From an optimization exercise on the open Yosys and OpenROAD flow, aimed at small area, a short achievable clock period and few clock cycles; shortcuts taken in it are not production practice.
Where RTL was checked, it was by simulation tests only, not by an equivalence proof against the original.
Power and IR drop assume default switching activity.

==> flow/design.v (excerpt) <==
module jbd_bms_parser (
    input  wire        clk,
    input  wire        rst,         
    input  wire        cmd_valid,
    input  wire [15:0] cmd_word,
    output wire        cmd_ready,
    input  wire [11:0] rd_addr,
    output wire [31:0] rd_data
);
Size: ~10000 cells after synthesis, roughly 2200 flip-flops, about 64 I/O pins, roughly 84000 sq um of cells after synthesis.
==> module aoi22m, before the edit <==
module aoi22m (
    input  wire s0,
    input  wire d0,
    input  wire s1,
    input  wire d1,
    output wire z
);
    assign z = ~((s0 & d0) | (s1 & d1));
endmodule
==> module aorx8, before the edit <==
module aorx8 #(parameter P = 2) (
    input  wire [16*P-1:0] d,
    input  wire [2*P-1:0]  sel,
    output wire [7:0]      y
);
    genvar b, p;
    generate
        for (b = 0; b < 8; b = b + 1) begin : g_b
            wire [P-1:0] z;
            for (p = 0; p < P; p = p + 1) begin : g_p
                aoi22m u (.s0(sel[2*p]), .d0(d[16*p + b]), .s1(sel[2*p + 1]), .d1(d[16*p + 8 + b]), .z(z[p]));
            end
            assign y[b] = ~&z;
        end
    endgenerate
endmodule
==> module aor4x8, before the edit <==
module aor4x8 (
    input  wire [31:0] d,
    input  wire [3:0]  sel,
    output wire [7:0]  y
);
    aorx8 #(.P(2)) u (.d(d), .sel(sel), .y(y));
endmodule
==> module aor6x8, before the edit <==
module aor6x8 (
    input  wire [47:0] d,
    input  wire [5:0]  sel,
    output wire [7:0]  y
);
    aorx8 #(.P(3)) u (.d(d), .sel(sel), .y(y));
endmodule
==> module aor12x8, before the edit <==
module aor12x8 (
    input  wire [95:0] d,
    input  wire [11:0] sel,
    output wire [7:0]  y
);
    aorx8 #(.P(6)) u (.d(d), .sel(sel), .y(y));
endmodule
==> module aor16x8, before the edit <==
module aor16x8 (
    input  wire [127:0] d,
    input  wire [15:0]  sel,
    output wire [7:0]   y
);
    aorx8 #(.P(8)) u (.d(d), .sel(sel), .y(y));
endmodule
clock: 10.0 ns
lec_check: 0
abc_area: 1
cap_margin: 20
core_margin: 2
core_utilization: 55
cts_cluster_diameter: 80
cts_cluster_size: 20
place_density: 0.7
setup_slack_margin: 4.0
slew_margin: 20
synth_hierarchical: 1
run.sh (not shown) runs the stock make flow with config.mk's settings and CLKGATE_MAP_FILE= SYNTH_SCRIPT=/design/flow/synth_recipe.tcl, a recipe that flattens the netlist after the stock synthesis.
==> next run, changes <==
--- a/flow/design.v
+++ b/flow/design.v
@@ -387,26 +387,24 @@
     assign y = {{24{c_reg}} & rw[31:8],
                 ({8{c_reg}} & rw[7:0]) | ({8{c_win}} & (ws | wr)) | ({8{c_hi}} & wh)};
 endmodule
-module aoi22m (
-    input  wire s0,
-    input  wire d0,
-    input  wire s1,
-    input  wire d1,
+module nand2m (
+    input  wire s,
+    input  wire d,
     output wire z
 );
-    assign z = ~((s0 & d0) | (s1 & d1));
+    assign z = ~(s & d);
 endmodule
-module aorx8 #(parameter P = 2) (
-    input  wire [16*P-1:0] d,
-    input  wire [2*P-1:0]  sel,
-    output wire [7:0]      y
+module aorx8 #(parameter N = 4) (
+    input  wire [8*N-1:0] d,
+    input  wire [N-1:0]   sel,
+    output wire [7:0]     y
 );
-    genvar b, p;
+    genvar b, k;
     generate
         for (b = 0; b < 8; b = b + 1) begin : g_b
-            wire [P-1:0] z;
-            for (p = 0; p < P; p = p + 1) begin : g_p
-                aoi22m u (.s0(sel[2*p]), .d0(d[16*p + b]), .s1(sel[2*p + 1]), .d1(d[16*p + 8 + b]), .z(z[p]));
+            wire [N-1:0] z;
+            for (k = 0; k < N; k = k + 1) begin : g_k
+                nand2m u (.s(sel[k]), .d(d[8*k + b]), .z(z[k]));
             end
             assign y[b] = ~&z;
         end
@@ -417,26 +415,26 @@
     input  wire [3:0]  sel,
     output wire [7:0]  y
 );
-    aorx8 #(.P(2)) u (.d(d), .sel(sel), .y(y));
+    aorx8 #(.N(4)) u (.d(d), .sel(sel), .y(y));
 endmodule
 module aor6x8 (
     input  wire [47:0] d,
     input  wire [5:0]  sel,
     output wire [7:0]  y
 );
-    aorx8 #(.P(3)) u (.d(d), .sel(sel), .y(y));
+    aorx8 #(.N(6)) u (.d(d), .sel(sel), .y(y));
 endmodule
 module aor12x8 (
     input  wire [95:0] d,
     input  wire [11:0] sel,
     output wire [7:0]  y
 );
-    aorx8 #(.P(6)) u (.d(d), .sel(sel), .y(y));
+    aorx8 #(.N(12)) u (.d(d), .sel(sel), .y(y));
 endmodule
 module aor16x8 (
     input  wire [127:0] d,
     input  wire [15:0]  sel,
     output wire [7:0]   y
 );
-    aorx8 #(.P(8)) u (.d(d), .sel(sel), .y(y));
+    aorx8 #(.N(16)) u (.d(d), .sel(sel), .y(y));
 endmodule
=>
- utilization rose by 0.49 points
- clock power rose by about 1%
- final cell count drops by 9.6%
- sequential cell count is unchanged
- wire length is higher by 3.0%
- total power barely changes
- design area came out lower by 4.4%
- die area is lower by 4.6%
- hold slack loses 18 ps
- first-iteration DRC count went down by 14%
Testbench counts after the change, summed over its fixed seeds: cycles 10,075.
For the first run of this note, only the layout was checked, not whether the RTL still works.

========
== delta ==
jbd_bms_parser, a different RTL version from the one above (not shown whole).
Size: ~7,200 cells after synthesis, ~64 I/O pins.
clock: 10.0 ns
lec_check: 0
abc_area: 0
cap_margin: 20
core_margin: 2
core_utilization: 55
cts_cluster_diameter: 75
cts_cluster_size: 24
place_density: 0.7
setup_slack_margin: 4.0
slew_margin: 20
synth_hierarchical: 1
Looking at the reports, delta completed the entire flow and the layout it produced met the timing, DRC and antenna checks.
For alpha, these inputs were changed with respect to delta:
--- a/flow/design.v
+++ b/flow/design.v
@@ -309,35 +309,42 @@
         end
         regv[6'h37] = {16'h0, csum_rx};
         rcond[6'h37] = cv;
     end
     wire        c_win, c_hi, c_reg;
     wire [15:0] dlo, dhi;
     rd_addr_dec u_dec (.rd_addr(rd_addr), .c_win(c_win), .c_hi(c_hi), .c_reg(c_reg),
                        .dlo(dlo), .dhi(dhi));
     wire [3:0]  rslot = rd_addr[3:0] - phase;
     wire [15:0] dsl   = 16'h0001 << rslot;
+    wire [15:0] dhq [0:3];
+    genvar gq;
+    generate
+        for (gq = 0; gq < 4; gq = gq + 1) begin : g_dq
+            hi_dec u (.a(rd_addr[7:4]), .sel(dhq[gq]));
+        end
+    endgenerate
     wire [7:0] sg [0:15];      
     wire [7:0] rg [0:15];      
     genvar gs, gj;
     generate
         for (gs = 0; gs < 16; gs = gs + 1) begin : g_slot
             wire [31:0] sd;
             wire [95:0] rdd;
             for (gj = 0; gj < 4; gj = gj + 1) begin : g_sd
                 assign sd[8*gj +: 8] = sbuf[16*gj + gs];
             end
             for (gj = 0; gj < NRING; gj = gj + 1) begin : g_rd
                 assign rdd[8*gj +: 8] = ring[16*gj + gs];
             end
-            aor4x8  u_s (.d(sd),  .sel(dhi[3:0]),  .y(sg[gs]));
-            aor12x8 u_r (.d(rdd), .sel(dhi[15:4]), .y(rg[gs]));
+            aor4x8  u_s (.d(sd),  .sel(dhq[gs / 4][3:0]),  .y(sg[gs]));
+            aor12x8 u_r (.d(rdd), .sel(dhq[gs / 4][15:4]), .y(rg[gs]));
         end
     endgenerate
     wire [127:0] sgv, rgv;
     wire [47:0]  hbv;
     generate
         for (gs = 0; gs < 16; gs = gs + 1) begin : g_pack
             assign sgv[8*gs +: 8] = sg[gs];
             assign rgv[8*gs +: 8] = rg[gs];
         end
         for (gs = 0; gs < 6; gs = gs + 1) begin : g_hpack
@@ -367,20 +374,26 @@
     output wire [15:0] dlo,
     output wire [15:0] dhi
 );
     wire top0 = (rd_addr[11:10] == 2'b00);
     assign c_reg = top0 && (rd_addr[9:6] == 4'b0000);
     assign c_win = top0 && (rd_addr[9:8] == 2'b01);
     assign c_hi  = top0 && (rd_addr[9:8] == 2'b10) && (rd_addr[7:3] == 5'd0);
     assign dlo   = 16'h0001 << rd_addr[3:0];
     assign dhi   = 16'h0001 << rd_addr[7:4];
 endmodule
+module hi_dec (
+    input  wire [3:0]  a,
+    output wire [15:0] sel
+);
+    assign sel = 16'h0001 << a;
+endmodule
 module rd_or (
     input  wire        c_win,
     input  wire        c_hi,
     input  wire        c_reg,
     input  wire [7:0]  ws_n,
     input  wire [7:0]  wr_n,
     input  wire [7:0]  wh,
     input  wire [31:0] rw,
     output wire [31:0] y
 );
Findings:
- alpha completed end to end with timing, DRC and antenna clean.
- When alpha is measured against delta, its synthesized cell count turns out 0.91% higher.
- Going from delta to alpha, total vias in the final route +3,562, power share of the sequential group +0.3 points, number of cells on the worst hold path ~0 delta, delay of the slowest cell on the worst path +0.09 ns, cell area after layout +about 1.4%.
- Of alpha and delta, delta shows the higher flip-flop and latch share of the layout cell area, with alpha below it.
- The depth of the worst register-to-register path number comes out lower for alpha vs delta.
Function was not checked in any run of this note: the RTL went through the layout flow alone.

## port drivers added, routing unchanged
The results above use ideal ports. As a check the final layouts listed here were re-extracted and re-timed, cells and wires unchanged.
Step 1: set_driving_cell puts a clkbuf_16 on clk and a buf_2 on each other input, an assumption about the parent block.
Step 2 also shifts input and output timing later by t, the mid clock arrival at the registers, as if the neighbouring blocks saw the same clock.
Slacks: ideal ports / drivers / drivers and shift; pairs: ideal ports / drivers.
run | shift t [ns] | setup slack, ns | hold WS [ns] | slew at the worst register clock pin (ns) | pins driven straight from the clock port
the first run of note 1 | 0.881 | 3.288 / 3.187 / 3.187 | 0.336 / 0.336 / 0.336 | 0.09 / 0.09 | 1
the second run of note 1 | 0.883 | 3.204 / 3.158 / 3.158 | 0.318 / 0.318 / 0.318 | 0.09 / 0.09 | 1
delta | 0.853 | 2.829 / 2.773 / 2.773 | 0.336 / 0.336 / 0.336 | 0.10 / 0.10 | 1
alpha | 0.893 | 2.917 / 2.479 / 2.479 | 0.331 / 0.331 / 0.331 | 0.11 / 0.11 | 1
After both steps setup and hold are still met in every run listed. The setup slack of alpha, which loses most, moves by -0.438 ns with the drivers and by -0.438 ns with both steps.
